Background: an optimization exercise with open tools, aiming at a short achievable clock period and few clock cycles. Do not read the settings as production practice. Only the layout flow was run in this run; the RTL was not checked for function there. Power and IR drop assume default switching activity.

==> flow/config.mk <==
export PLATFORM = sky130hd
export DESIGN_NAME = cu_codec
export DESIGN_NICKNAME = cu_codec
export VERILOG_FILES = /design/flow/design.v
export SDC_FILE = /design/flow/constraint.sdc
export NUM_CORES = 4
export LEC_CHECK = 0
export ABC_CLOCK_PERIOD_IN_PS = 1000
export CAP_MARGIN = 20
export CORE_MARGIN = 2
export CORE_UTILIZATION = 50
export PLACE_DENSITY = 0.6
export SLEW_MARGIN = 20
==> flow/constraint.sdc <==
create_clock -name core_clock -period 12.0 [get_ports {clk}]
set_input_delay 2.4000 -clock core_clock [delete_from_list [all_inputs] [get_ports {clk}]]
set_output_delay 2.4000 -clock core_clock [all_outputs]
set_load 0.01 [all_outputs]
==> flow/design.v <==
module cu_codec (
    input  wire        clk,
    input  wire        rst_n,
    input  wire        req_valid,
    output wire        req_ready,
    input  wire [7:0]  req_op,
    input  wire [31:0] req_a,
    input  wire [31:0] req_v,
    input  wire [31:0] req_r,
    input  wire        close,
    output reg         rsp_valid,
    output reg  [2:0]  rsp_code,
    output reg  [2:0]  rsp_kind,
    output reg  [31:0] rsp_fuel,
    output reg  [3:0]  rsp_start,
    output reg  [3:0]  rsp_mode,
    output reg  [7:0]  rsp_pit,
    output reg  [3:0]  rsp_display,
    output reg  [4:0]  rsp_tm_addr,
    output reg  [31:0] rsp_tm_stamp,
    output reg  [3:0]  rsp_tm_sector,
    output reg  [31:0] rsp_version,
    output reg  [15:0] rsp_raw_len,
    output reg  [63:0] rsp_raw_head,
    output reg  [15:0] discards,
    output wire        tx_valid,
    input  wire        tx_ready,
    output wire [7:0]  tx_data,
    output wire        tx_last,
    input  wire [1:0]  tx_status,
    input  wire        rx_valid,
    output wire        rx_ready,
    input  wire [7:0]  rx_data,
    input  wire        rx_last,
    input  wire        rx_timeout,
    input  wire        rx_ioerr,
    output reg         diag_valid,
    output reg  [7:0]  diag_byte
);
    localparam [2:0] E_OK = 3'd0, E_VALID = 3'd1, E_FORMAT = 3'd2, E_CHKSUM = 3'd3,
                     E_TIMEOUT = 3'd4, E_IO = 3'd5, E_ILLEGAL = 3'd6;
    localparam [2:0] K_NONE = 3'd0, K_STATUS = 3'd1, K_TIMER = 3'd2, K_RAW = 3'd3,
                     K_VERSION = 3'd4;
    integer i;
    reg st_idle, st_check, st_send, st_await;
    reg closed;
    reg [7:0] txd;
    reg       txl;
    assign req_ready = st_idle;
    assign tx_valid  = st_send;
    assign tx_data   = txd;
    assign tx_last   = txl;
    assign rx_ready  = st_await;
    reg [7:0] q_op;
    reg [2:0] q_a;
    reg [7:0] q_v;
    reg [3:0] q_r;
    reg [3:0] chk;               
    reg [3:0] nr1, nr2, nr3, nr4, ps1, ps2;
    reg       sent1, sent2;      
    reg [2:0] idx;               
    wire [7:0] o      = req_op;
    wire       grp0   = (o[7:4] == 4'h0);
    wire       op_w3  = grp0 && (o[3:0] == 4'h1 || o[3:0] == 4'h2 || o[3:0] == 4'h3);
    wire       op_pos = grp0 && (o[3:0] == 4'h4);
    wire       op_clr = grp0 && (o[3:0] == 4'h5);
    wire       op_lap = grp0 && (o[3:0] == 4'h6);
    wire       op_ign = grp0 && (o[3:0] == 4'h7);
    wire       op_rst = grp0 && (o[3:0] == 4'h8);
    wire       op_ver = grp0 && (o[3:0] == 4'h9);
    wire       op_pol = grp0 && (o[3:0] == 4'hA);
    wire       op_btn = (o[7:4] == 4'h1) && (o[3:0] <= 4'h5);
    wire       op_ww  = op_w3 | op_pos | op_clr | op_lap;
    wire       legal  = op_ww | op_ign | op_rst | op_ver | op_pol | op_btn;
    wire a_ok = (req_a[31:3] == 29'd0);
    wire n_ok = (req_v[31:4] == 28'd0);
    wire b_ok = (req_v[31:8] == 24'd0);
    wire r_ok = (req_r[31:4] == 28'd0);
    wire p_ok = n_ok && (req_v[3:0] != 4'd0) && (req_v[3:0] <= 4'd8);
    wire op_chk  = op_w3 | op_pos | op_lap | op_ign;
    wire op_free = op_clr | op_rst | op_ver | op_pol | op_btn;
    reg  c_a_ok, c_n_ok, c_b_ok, c_r_ok, c_p_ok;
    reg  c_w3, c_pos, c_lap, c_ign;
    wire c_err1 = ((c_w3 | c_pos) & ~c_a_ok) | (c_w3 & ~c_n_ok) | (c_pos & ~c_p_ok) |
                  (c_lap & ~c_b_ok);
    wire c_err2 = ((c_w3 | c_pos) & ~c_r_ok) | (c_ign & ~c_b_ok);
    wire c_go   = ~c_err1 & ~c_err2 & ~closed & ~close;
    wire [7:0] f_key = op_ww  ? 8'h4A : op_ign ? 8'h3A : op_rst ? 8'h3D :
                       op_ver ? 8'h30 : op_btn ? 8'h54 : 8'h3F;
    wire [7:0] lo     = q_op;
    wire       l_grp0 = (lo[7:4] == 4'h0);
    wire       l_w3   = l_grp0 && (lo[3:0] == 4'h1 || lo[3:0] == 4'h2 || lo[3:0] == 4'h3);
    wire       l_pos  = l_grp0 && (lo[3:0] == 4'h4);
    wire       l_clr  = l_grp0 && (lo[3:0] == 4'h5);
    wire       l_lap  = l_grp0 && (lo[3:0] == 4'h6);
    wire       l_ign  = l_grp0 && (lo[3:0] == 4'h7);
    wire       l_rst  = l_grp0 && (lo[3:0] == 4'h8);
    wire       l_ver  = l_grp0 && (lo[3:0] == 4'h9);
    wire       l_btn  = (lo[7:4] == 4'h1) && (lo[3:0] <= 4'h5);
    wire       l_ww   = l_w3 | l_pos | l_clr | l_lap;
    reg [7:0] key;               
    reg       is_lap, is_ign, is_poll, is_ver;
    reg [2:0] len;
    reg [4:0] l_word;
    reg [2:0] l_addr;
    reg [3:0] l_val, l_rep;
    reg [3:0] n1, n2, n3, n4;
    always @(*) begin
        l_word = (lo[3:0] == 4'h1) ? 5'd0 : (lo[3:0] == 4'h2) ? 5'd1 :
                 (lo[3:0] == 4'h3) ? 5'd2 : (lo[3:0] == 4'h6) ? 5'd17 : 5'd6;
        l_addr = l_lap ? 3'd7 : l_clr ? 3'd0 : q_a;
        l_val  = l_lap ? q_v[7:4] : l_clr ? 4'd0 : q_v[3:0];
        l_rep  = l_lap ? 4'd1 : l_clr ? 4'd9 : q_r;
        len = 3'd1;
        n1  = 4'd0;
        n2  = 4'd0;
        n3  = 4'd0;
        n4  = 4'd0;
        if (l_ww) begin
            len = 3'd6;
            n1 = l_word[3:0]; n2 = {l_addr, l_word[4]}; n3 = l_val; n4 = l_rep;
        end else if (l_ign) begin
            len = 3'd4;
            n1 = q_v[3:0]; n2 = q_v[7:4];
        end else if (l_rst) begin
            len = 3'd3;
            n1 = 4'd1;
        end else if (l_btn) begin
            len = 3'd2;
            case (lo[2:0])
                3'd0:    n1 = 4'd1;
                3'd1:    n1 = 4'd2;
                3'd2:    n1 = 4'd5;
                3'd3:    n1 = 4'd6;
                3'd4:    n1 = 4'd7;
                default: n1 = 4'd8;
            endcase
        end
    end
    wire accept  = st_idle & req_valid;
    wire acc_go  = accept & op_free & ~closed & ~close;
    wire acc_chk = accept & op_chk;
    wire acc_rsp = accept & ~op_chk & ~(op_free & ~closed & ~close);
    wire chk_go  = st_check & c_go;
    wire chk_rsp = st_check & ~c_go;
    wire       lap2 = is_lap & sent1;       
    wire [3:0] e_n1 = lap2 ? 4'd2 : n1;
    wire [3:0] e_n3 = lap2 ? q_v[3:0] : n3;
    reg  [3:0] cur_nib, nxt_nib;
    wire [2:0] nidx = idx + 3'd1;
    always @(*) begin
        case (idx)
            3'd1:    cur_nib = e_n1;
            3'd2:    cur_nib = n2;
            3'd3:    cur_nib = is_ign ? chk : e_n3;
            3'd4:    cur_nib = n4;
            default: cur_nib = chk;
        endcase
        case (nidx)
            3'd1:    nxt_nib = e_n1;
            3'd2:    nxt_nib = n2;
            3'd3:    nxt_nib = is_ign ? chk : e_n3;
            3'd4:    nxt_nib = n4;
            default: nxt_nib = chk;
        endcase
    end
    wire [7:0] cur_byte = (idx == 3'd0) ? key : {4'h3, cur_nib};
    wire [7:0] nxt_byte = txl ? key : {4'h3, nxt_nib};
    wire       nxt_last = txl ? (len == 3'd1) : (nidx == len - 3'd1);
    wire tx_take = st_send & tx_ready;
    wire tx_end  = tx_take & txl;
    wire tx_ok   = tx_end & (tx_status == 2'd0);
    wire tx_bad  = tx_end & (tx_status != 2'd0);
    reg         first;           
    reg  [15:0] rlen;            
    reg         drop;            
    reg  [3:0]  sacc;            
    reg         tkq;             
    reg  [7:0]  rxq;
    reg  [4:0]  posq;            
    reg         f1_3a;           
    reg         ok5, ok11, ok15, ok17;
    reg  [63:0] head_n;          
    reg  [15:0] disc_n;          
    wire        lap_first = is_lap & ~sent2;
    wire        big  = |rlen[15:5];
    wire [4:0]  pos  = first ? 5'd0 : (big ? 5'd31 : rlen[4:0]);
    wire        q0     = tkq & (posq == 5'd0);
    wire [3:0]  s_base = (posq == 5'd0) ? 4'd0 : sacc;
    wire [3:0]  s_next = tkq ? s_base + rxq[3:0] : sacc;    
    wire        q_chk  = (rxq == {4'h3, s_base});
    wire        q_key  = (rxq == key);
    wire        e_drop = q0 ? ~q_key : drop;
    wire        e_f1   = (tkq & (posq == 5'd1)) ? (rxq == 8'h3A) : f1_3a;
    wire        e_ok5  = (tkq & (posq == 5'd5))  ? q_chk : ok5;
    wire        e_ok11 = (tkq & (posq == 5'd11)) ? q_chk : ok11;
    wire        e_ok15 = (tkq & (posq == 5'd15)) ? q_chk : ok15;
    wire        e_ok17 = (tkq & (posq == 5'd17)) ? q_chk : ok17;
    reg  [63:0] e_head;          
    always @(*) begin
        e_head = ~head_n;
        if (tkq) begin
            if (posq == 5'd0)
                e_head = {56'd0, rxq};
            else
                for (i = 1; i < 8; i = i + 1)
                    if (posq == i) e_head[i*8 +: 8] = rxq;
        end
    end
    wire        inc_disc = q0 & ~q_key & ~&(~disc_n);
    reg         use_b;
    reg  [2:0]  a_code, a_kind, b_kind;
    always @(*) begin
        use_b  = 1'b0;
        a_code = E_OK;
        a_kind = K_NONE;
        b_kind = K_NONE;
        if (is_poll) begin
            if (pos < 5'd2) begin
                a_code = E_FORMAT;
            end else if (e_f1) begin
                b_kind = K_STATUS;
                if (pos < 5'd15) a_code = E_FORMAT;
                else if (pos == 5'd15) use_b = 1'b1;
                else if (pos == 5'd16) begin
                    a_code = e_ok15 ? E_OK : E_CHKSUM; a_kind = e_ok15 ? K_STATUS : K_NONE;
                end else if (pos == 5'd17) begin
                    use_b = ~e_ok15; a_kind = K_STATUS;
                end else begin
                    a_code = (e_ok15 | e_ok17) ? E_OK : E_CHKSUM;
                    a_kind = (e_ok15 | e_ok17) ? K_STATUS : K_NONE;
                end
            end else begin
                b_kind = K_TIMER;
                if (pos < 5'd11) a_code = E_FORMAT;
                else if (pos == 5'd11) use_b = 1'b1;
                else begin
                    a_code = e_ok11 ? E_OK : E_CHKSUM; a_kind = e_ok11 ? K_TIMER : K_NONE;
                end
            end
        end else if (is_ver) begin
            b_kind = K_VERSION;
            if (pos < 5'd5) a_code = E_FORMAT;
            else if (pos == 5'd5) use_b = 1'b1;
            else begin
                a_code = e_ok5 ? E_OK : E_CHKSUM; a_kind = e_ok5 ? K_VERSION : K_NONE;
            end
        end else begin
            a_kind = K_RAW;
        end
    end
    wire        rx_take = st_await & rx_valid;
    wire        rx_evt  = rx_timeout | rx_ioerr;
    wire        rx_dat  = rx_take & ~rx_evt;
    reg  [3:0]  tgt;             
    wire        eq_chk  = (rx_data[7:4] == 4'h3) & (rx_data[3:0] == tgt);
    wire [2:0]  d_code  = use_b ? (eq_chk ? E_OK : E_CHKSUM) : a_code;
    wire [2:0]  d_kind  = use_b ? (eq_chk ? b_kind : K_NONE) : a_kind;
    wire rx_done = rx_dat & rx_last & ~first & ~e_drop;   
    wire rx_one  = rx_dat & rx_last & first;              
    reg  lastq;
    wire d1      = tkq & (posq == 5'd0) & lastq;          
    wire d1_fin  = d1 & q_key & ~lap_first;
    wire d1_next = d1 & q_key & lap_first;
    wire d1_more = d1 & ~q_key;
    wire rx_fin  = (rx_take & rx_evt) | (rx_done & ~lap_first) | d1_fin;
    wire rx_next = (rx_done & lap_first) | d1_next;       
    always @(posedge clk) begin
        if (!rst_n) begin
            st_idle    <= 1'b1;
            st_check   <= 1'b0;
            st_send    <= 1'b0;
            st_await   <= 1'b0;
            closed     <= 1'b0;
            rsp_valid  <= 1'b0;
            diag_valid <= 1'b0;
            tkq        <= 1'b0;
            disc_n     <= 16'hFFFF;
            discards   <= 16'd0;
        end else begin
            if (close)
                closed <= 1'b1;
            rsp_valid  <= acc_rsp | chk_rsp | tx_bad | rx_fin;
            st_idle    <= (st_idle & ~acc_go & ~acc_chk) | chk_rsp | tx_bad | rx_fin;
            st_check   <= acc_chk;
            st_send    <= acc_go | chk_go | (st_send & ~tx_end) | rx_next;
            st_await   <= tx_ok | d1_more | (st_await & ~(rx_take & rx_evt) & ~rx_done & ~rx_one);
            tkq        <= rx_dat;
            diag_valid <= q0 & ~q_key;
            if (accept) begin
                disc_n   <= 16'hFFFF;
                discards <= 16'd0;
            end else begin
                disc_n   <= ~(~disc_n + {15'd0, inc_disc});
                discards <= ~disc_n + {15'd0, inc_disc};
            end
        end
    end
    always @(posedge clk) begin
        if (st_idle) begin
            rsp_code <= legal ? E_IO : E_ILLEGAL;
            rsp_kind <= K_NONE;
        end else if (st_check) begin
            rsp_code <= c_err1 ? E_VALID : c_err2 ? E_FORMAT : E_IO;
            rsp_kind <= K_NONE;
        end else if (st_send) begin
            rsp_code <= (tx_status == 2'd1) ? E_TIMEOUT : E_IO;
            rsp_kind <= K_NONE;
        end else if (d1) begin
            rsp_code <= (is_poll | is_ver) ? E_FORMAT : E_OK;
            rsp_kind <= (is_poll | is_ver) ? K_NONE : K_RAW;
        end else begin
            rsp_code <= rx_evt ? (rx_timeout ? E_TIMEOUT : E_IO) : d_code;
            rsp_kind <= rx_evt ? K_NONE : d_kind;
        end
        if (st_idle) begin
            q_op    <= req_op;
            key     <= f_key;
            is_lap  <= op_lap;
            is_ign  <= op_ign;
            is_poll <= op_pol;
            is_ver  <= op_ver;
            q_a     <= req_a[2:0];
            q_v     <= req_v[7:0];
            q_r     <= req_r[3:0];
            sent1   <= 1'b0;
            sent2   <= 1'b0;
            c_a_ok  <= a_ok;
            c_n_ok  <= n_ok;
            c_b_ok  <= b_ok;
            c_r_ok  <= r_ok;
            c_p_ok  <= p_ok;
            c_w3    <= op_w3;
            c_pos   <= op_pos;
            c_lap   <= op_lap;
            c_ign   <= op_ign;
        end else if (tx_ok) begin
            sent1   <= 1'b1;
            sent2   <= sent1;
        end
        nr1 <= e_n1;
        nr2 <= n2;
        nr3 <= e_n3;
        nr4 <= n4;
        ps1 <= key[3:0] + nr1 + nr2;
        ps2 <= nr3 + nr4;
        chk <= ps1 + ps2;
        if (st_idle) begin
            txd <= f_key;
            txl <= op_ver | op_pol;
            idx <= 3'd0;
        end else if (tx_take) begin
            txd <= nxt_byte;
            txl <= nxt_last;
            idx <= txl ? 3'd0 : nidx;
        end else begin
            txd <= cur_byte;
            txl <= (idx == len - 3'd1);
        end
        if (tx_ok)
            first <= 1'b1;
        else if (rx_take)
            first <= rx_last;
        if (rx_take) begin
            rlen <= first ? 16'd1 : (&rlen ? rlen : rlen + 16'd1);
            tgt  <= first ? rx_data[3:0] : tgt + rx_data[3:0];
        end
        rsp_raw_len <= first ? 16'd1 : (&rlen ? rlen : rlen + 16'd1);
        for (i = 0; i < 8; i = i + 1)
            rsp_raw_head[i*8 +: 8] <= (pos == i && !d1) ? rx_data :
                                      ((first && !d1) ? 8'd0 : e_head[i*8 +: 8]);
        rxq       <= rx_data;
        lastq     <= rx_last;
        posq      <= pos;
        diag_byte <= rxq;
        sacc      <= s_next;
        drop      <= e_drop;
        f1_3a     <= e_f1;
        ok5       <= e_ok5;
        ok11      <= e_ok11;
        ok15      <= e_ok15;
        ok17      <= e_ok17;
        head_n    <= ~e_head;
    end
    reg [31:0] fuel_n, stamp_n, ver_n;
    reg [3:0]  start_n, mode_n, disp_n, sect_n;
    reg [7:0]  pit_n;
    reg [4:0]  addr_n;
    reg [31:0] e_fuel, e_stamp, e_ver;
    reg [3:0]  e_start, e_mode, e_disp, e_sect;
    reg [7:0]  e_pit;
    reg [4:0]  e_addr;
    always @(*) begin
        e_fuel  = ~fuel_n;
        e_stamp = ~stamp_n;
        e_ver   = ~ver_n;
        e_start = ~start_n;
        e_mode  = ~mode_n;
        e_disp  = ~disp_n;
        e_sect  = ~sect_n;
        e_pit   = ~pit_n;
        e_addr  = ~addr_n;
        if (tkq) begin
            case (posq)
                5'd1: begin
                    e_addr        = {1'b0, rxq[3:0]} - 5'd1;
                    e_ver[7:0]    = rxq;
                end
                5'd2: begin
                    e_fuel[3:0]    = rxq[3:0];
                    e_stamp[27:24] = rxq[3:0];
                    e_ver[15:8]    = rxq;
                end
                5'd3: begin
                    e_fuel[7:4]    = rxq[3:0];
                    e_stamp[31:28] = rxq[3:0];
                    e_ver[23:16]   = rxq;
                end
                5'd4: begin
                    e_fuel[11:8]   = rxq[3:0];
                    e_stamp[19:16] = rxq[3:0];
                    e_ver[31:24]   = rxq;
                end
                5'd5: begin
                    e_fuel[15:12]  = rxq[3:0];
                    e_stamp[23:20] = rxq[3:0];
                end
                5'd6: begin
                    e_fuel[19:16]  = rxq[3:0];
                    e_stamp[11:8]  = rxq[3:0];
                end
                5'd7: begin
                    e_fuel[23:20]  = rxq[3:0];
                    e_stamp[15:12] = rxq[3:0];
                end
                5'd8: begin
                    e_fuel[27:24]  = rxq[3:0];
                    e_stamp[3:0]   = rxq[3:0];
                end
                5'd9: begin
                    e_fuel[31:28]  = rxq[3:0];
                    e_stamp[7:4]   = rxq[3:0];
                end
                5'd10: begin
                    e_start = rxq[3:0];
                    e_sect  = rxq[3:0];
                end
                5'd11: e_mode      = rxq[3:0];
                5'd12: e_pit[3:0]  = rxq[3:0];
                5'd13: e_pit[7:4]  = rxq[3:0];
                5'd14: e_disp      = rxq[3:0];
                default: ;
            endcase
        end
    end
    always @(posedge clk) begin
        fuel_n  <= ~e_fuel;
        stamp_n <= ~e_stamp;
        ver_n   <= ~e_ver;
        start_n <= ~e_start;
        mode_n  <= ~e_mode;
        disp_n  <= ~e_disp;
        sect_n  <= ~e_sect;
        pit_n   <= ~e_pit;
        addr_n  <= ~e_addr;
        rsp_fuel      <= e_fuel;
        rsp_tm_stamp  <= e_stamp;
        rsp_version   <= e_ver;
        rsp_start     <= e_start;
        rsp_mode      <= e_mode;
        rsp_display   <= e_disp;
        rsp_tm_sector <= e_sect;
        rsp_pit       <= e_pit;
        rsp_tm_addr   <= e_addr;
    end
endmodule
==> flow/flow/run.sh <==
#!/bin/bash
# The standard layout (the standard.sh: standard synthesis, floorplan,
# placement, CTS, routing, finish) with the same SDC and settings, except:
#  * port buffers are sky130_fd_sc_hd__buf_4 (ORFS otherwise picks
#    clkdlybuf4s50_1, a slow delay buffer, for every port);
#  * the resizer's setup repair aims for a larger slack margin, so that the
#    layout is optimised beyond the constraint's 12 ns.
set -euo pipefail
export BUFFER_PORTS_ARGS="-buffer_cell sky130_fd_sc_hd__buf_4"
export SETUP_SLACK_MARGIN=8.8
bash standard.sh finish > standard_flow.log 2>&1
==> flow/standard.sh <==
#!/bin/bash
# synth_recipe.tcl (not shown) runs the flow's synth.tcl, then flattens the netlist and writes it again
# the make line also repeats each setting of config.mk as NAME=value (left out here)
make -C /OpenROAD-flow-scripts/flow DESIGN_CONFIG=/design/flow/config.mk WORK_HOME=/design/flow/orfs CLKGATE_MAP_FILE= SYNTH_SCRIPT=/design/flow/synth_recipe.tcl "${@:-finish}"
==> results.json <==
{
  "status": "finished clean",
  "synth.most_common_cell": "dfxtp_1",
  "gr-usage-all-layers_pct": 26.0,
  "max-slew-margin-rel_pct": 37.3,
  "crit_fanout": 4,
  "r2r-end": "rsp_code[0]",
  "hold_class": "flip-flop to flip-flop",
  "fillCellCount": 3004,
  "p_leak_uw": 0.0121,
  "min_period_ns": 3.64,
  "finalCritPeriodShare_pct": 30.4,
  "die_x_um": 204,
  "drt-initial-drc-count": 944,
  "top_level_ports": 372,
  "hold_buffers": 0,
  "synth.area.top_cells": "dfxtp_1 (51%), edfxtp_1 (9.7%), a21oi_1 (4.7%)",
  "syn_area_mm2": 0.0201,
  "start_util_pct": 50.6,
  "firstDrtPassIters": 5,
  "antenna_left": 0,
  "crit_path_cell_trace": "buf_12 -> ha_4 -> nor2_2 -> nand4_1 -> or4_4 -> or2_4 -> o221a_4 -> nor3_2 -> a211oi_2",
  "rows": 73,
  "async_flop_share_pct": 0,
  "area_growth_pct": 35.9,
  "setup_violations": 0,
  "hold_violations": 0,
  "gp_congestion": 0.878,
  "fin_ws_ns": 8.36,
  "die_h_um": 204,
  "pre_cts_ws_ns": 7.59,
  "synth-seq-cells": 575,
  "tightest_slew_ns": 0.938,
  "synth_edf_count": 65,
  "worstSetupStartpoint": "rx_data[2]",
  "dp.cells": 2811,
  "dpl.hpwl_um": 38200,
  "viasPerCell": 5.30,
  "grt_pass1_vias": 15300,
  "via_count": 15600,
  "tns_ns": 0,
  "synth_area_leader_cell": "dfxtp_1",
  "syn_nets": 2166,
  "ys_seq_area_share_pct": 60.6,
  "r2r-start": "posq[0]",
  "cp_slowest_cell": "or4_4",
  "cts_sinks": 575,
  "portBuffers": 370,
  "cp_num_buf_inv": 1,
  "synth_top_area_share_pct": 50.9,
  "routedWlPerCell_um": 18.8,
  "grt_remaining_overflow": 0,
  "cts_max_level": 2,
  "route.detailed.drc": 0,
  "power_per_cell_area_mw_per_mm2": 154,
  "cts_buffer_depth": 3,
  "cts-buffers-inserted": 56,
  "nets": 2533,
  "fin_cells": 2946,
  "cts_tree": "yes",
  "wirelength_um": 55300,
  "grt_max_degree": 76,
  "synth_cell_type_count": 77,
  "critPathArrivalTime_ns": 4.14,
  "drive_above_1_share_pct": 35.2,
  "rsz0062_at_grt": "true",
  "r2r_cells": 11,
  "maxCapViolations": 0,
  "cp-start-kind": "input port",
  "grt_first_pass_wirelength_um": 84500,
  "rrSetupSlack_ns": 8.76,
  "clkTransAtPathRegs_ns": 0.06,
  "syn_inst": 2008,
  "ir_worst_vdd_uv": 111,
  "clockRootBuffer": "clkbuf_16",
  "fin_area_mm2": 0.0273,
  "diodes": 0,
  "endpoint": "rsp_code[0]",
  "clock_skew_ns": 0.0133,
  "path_delay_family": "simple AND/OR/NAND/NOR gates",
  "critPathCaptureType": "flip-flop",
  "die_area_mm2": 0.0418,
  "path_class": "input port to flip-flop",
  "grt_antenna_before_repair": 0,
  "core_mm2": 0.0396,
  "avgSynthCellArea_um2": 10.0,
  "critical_path_depth": 9,
  "cp.required_ns": 12.50,
  "timing.fmax_ghz": 0.274,
  "synthTopCellsByCount": "dfxtp_1 (510), nand2_1 (211), a21oi_1 (189), inv_1 (186), nor2_1 (148)",
  "crit_path_max_incr_delay_ns": 0.48,
  "clkLatencyLatePin_ns": 0.61,
  "placed_area_mm2": 0.0234,
  "synthFlopType": "dfxtp_1",
  "ys_warn_count": 1,
  "maxSlewViolCount": 0
}
==> layout make-up <==
| cell class | count | area, um^2 | area share [%] |
|---|---|---|---|
| inverters | 186 | 706 | 2.59 |
| repair buffers | 414 | 4170 | 15.3 |
| clock inverters | 27 | 372 | 1.36 |
| flip-flops and latches | 575 | 12500 | 45.8 |
| well taps | 525 | 657 | 2.41 |
| clock buffers | 77 | 1700 | 6.21 |
| multi-input cells | 1142 | 7190 | 26.4 |
==> logic make-up after synthesis <==
| kind of cell | synth area share [%] |
|---|---|
| compound gates | 13.3 |
| xor+xnor | 2.31 |
| fa+ha+maj | 2.48 |
| buf+inv | 5.49 |
| flops | 60.6 |
| mux | 1.12 |
| other cells | 0.0187 |
| simple gates | 14.7 |
==> timing repair <==
item / CTS / global route
setup endpoints to repair: 328 / 275
resized for setup: 486 / 81
setup buffers: 9 / 22
pin swaps: 11 / 7
==> layer usage <==
| layer | track usage (%) | wire length [um] | vias to the layer above |
|---|---|---|---|
| li1 | - | - | 7569 |
| met1 | 33.0 | 23400 | 7393 |
| met2 | 44.7 | 26900 | 551 |
| met3 | 5.61 | 3630 | 88 |
| met4 | 7.12 | 1350 | 0 |
| met5 | 0 | 0 | - |
==> worst min path at each step <==
stage	from	to	slack (ns)	depth (start not counted)
after floorplan	rxq[4]	diag_byte[4]	0.33	0
after global placement	ver_n[26]	rsp_version[26]	0.41	1
after detailed placement	fuel_n[2]	rsp_fuel[2]	0.41	1
after CTS	fuel_n[16]	rsp_fuel[16]	0.41	1
after global routing	ver_n[11]	rsp_version[11]	0.42	1
final	ver_n[20]	rsp_version[20]	0.41	1
==> sequential cells by signal (all words and copies together), names as in the netlist, 32 cells and up <==
register / count
head_n: 64
rsp_fuel: 32
ver_n: 32
fuel_n: 32
rsp_raw_head: 64
rsp_version: 32
rsp_tm_stamp: 32
stamp_n: 32
==> power by group <==
part           switching (uW)  internal [uW]  leakage (uW)
Clock                     744           1160       0.00103
Sequential               43.5           2000       0.00478
Combinational             117            126       0.00630
Total                     905           3290        0.0121
==> cells in the final DEF (no fill, tap or decap), drive strengths merged, types with 10 or more instances in the layout <==
| cell type | count |
|---|---|
| and3 | 10 |
| o211ai | 17 |
| nor2b | 14 |
| edfxtp | 65 |
| nor4 | 32 |
| nand2b | 15 |
| ha | 27 |
| and2 | 29 |
| nand3 | 29 |
| dfxtp | 510 |
| o21a | 19 |
| clkinv | 15 |
| or3 | 13 |
| a21oi | 190 |
| clkbuf | 77 |
| nor3 | 42 |
| mux2 | 12 |
| buf | 414 |
| xor2 | 19 |
| xnor2 | 34 |
| inv | 189 |
| or2 | 10 |
| o31ai | 57 |
| nor2 | 148 |
| o21ai | 40 |
| nand2 | 211 |
| nand4 | 17 |
| a31oi | 13 |
==> metrics by stage <==
stage / total power (uW) / hold slack (ns) / util [%]
6_report: 4190 / 0.411 / 68.8
5_1_grt: 4340 / 0.424 / 68.8
4_1_cts: 4220 / 0.415 / 67.7
3_5_place_dp: 2290 / 0.412 / 58.9
3_3_place_gp: 2280 / 0.409 / 58.9
2_1_floorplan: 2160 / 0.329 / -

-- port drivers added, routing unchanged --
Ports are ideal in the flow. The routed layout listed here was re-timed in OpenROAD.
Step 1: set_driving_cell puts a clkbuf_16 on clk and a buf_2 on each other input, an assumption about the parent block.
Step 2 adds t to the input delays and takes it off the output delays; t is the mean of the earliest and latest rising clock arrival at the registers after step 1. Input paths then give back, and output paths get back, about the clock's delay inside the block.
Slacks: ideal ports / drivers / drivers and shift; pairs: ideal ports / drivers.
t, ns: 0.658
setup slack, ns: 8.357 / 8.347 / 7.689
clock arrival spread, ns: 0.013 / 0.014
After both steps setup and hold are still met in this run. For this run, drivers alone change the setup slack by -0.010 ns; drivers and shift together by -0.668 ns.
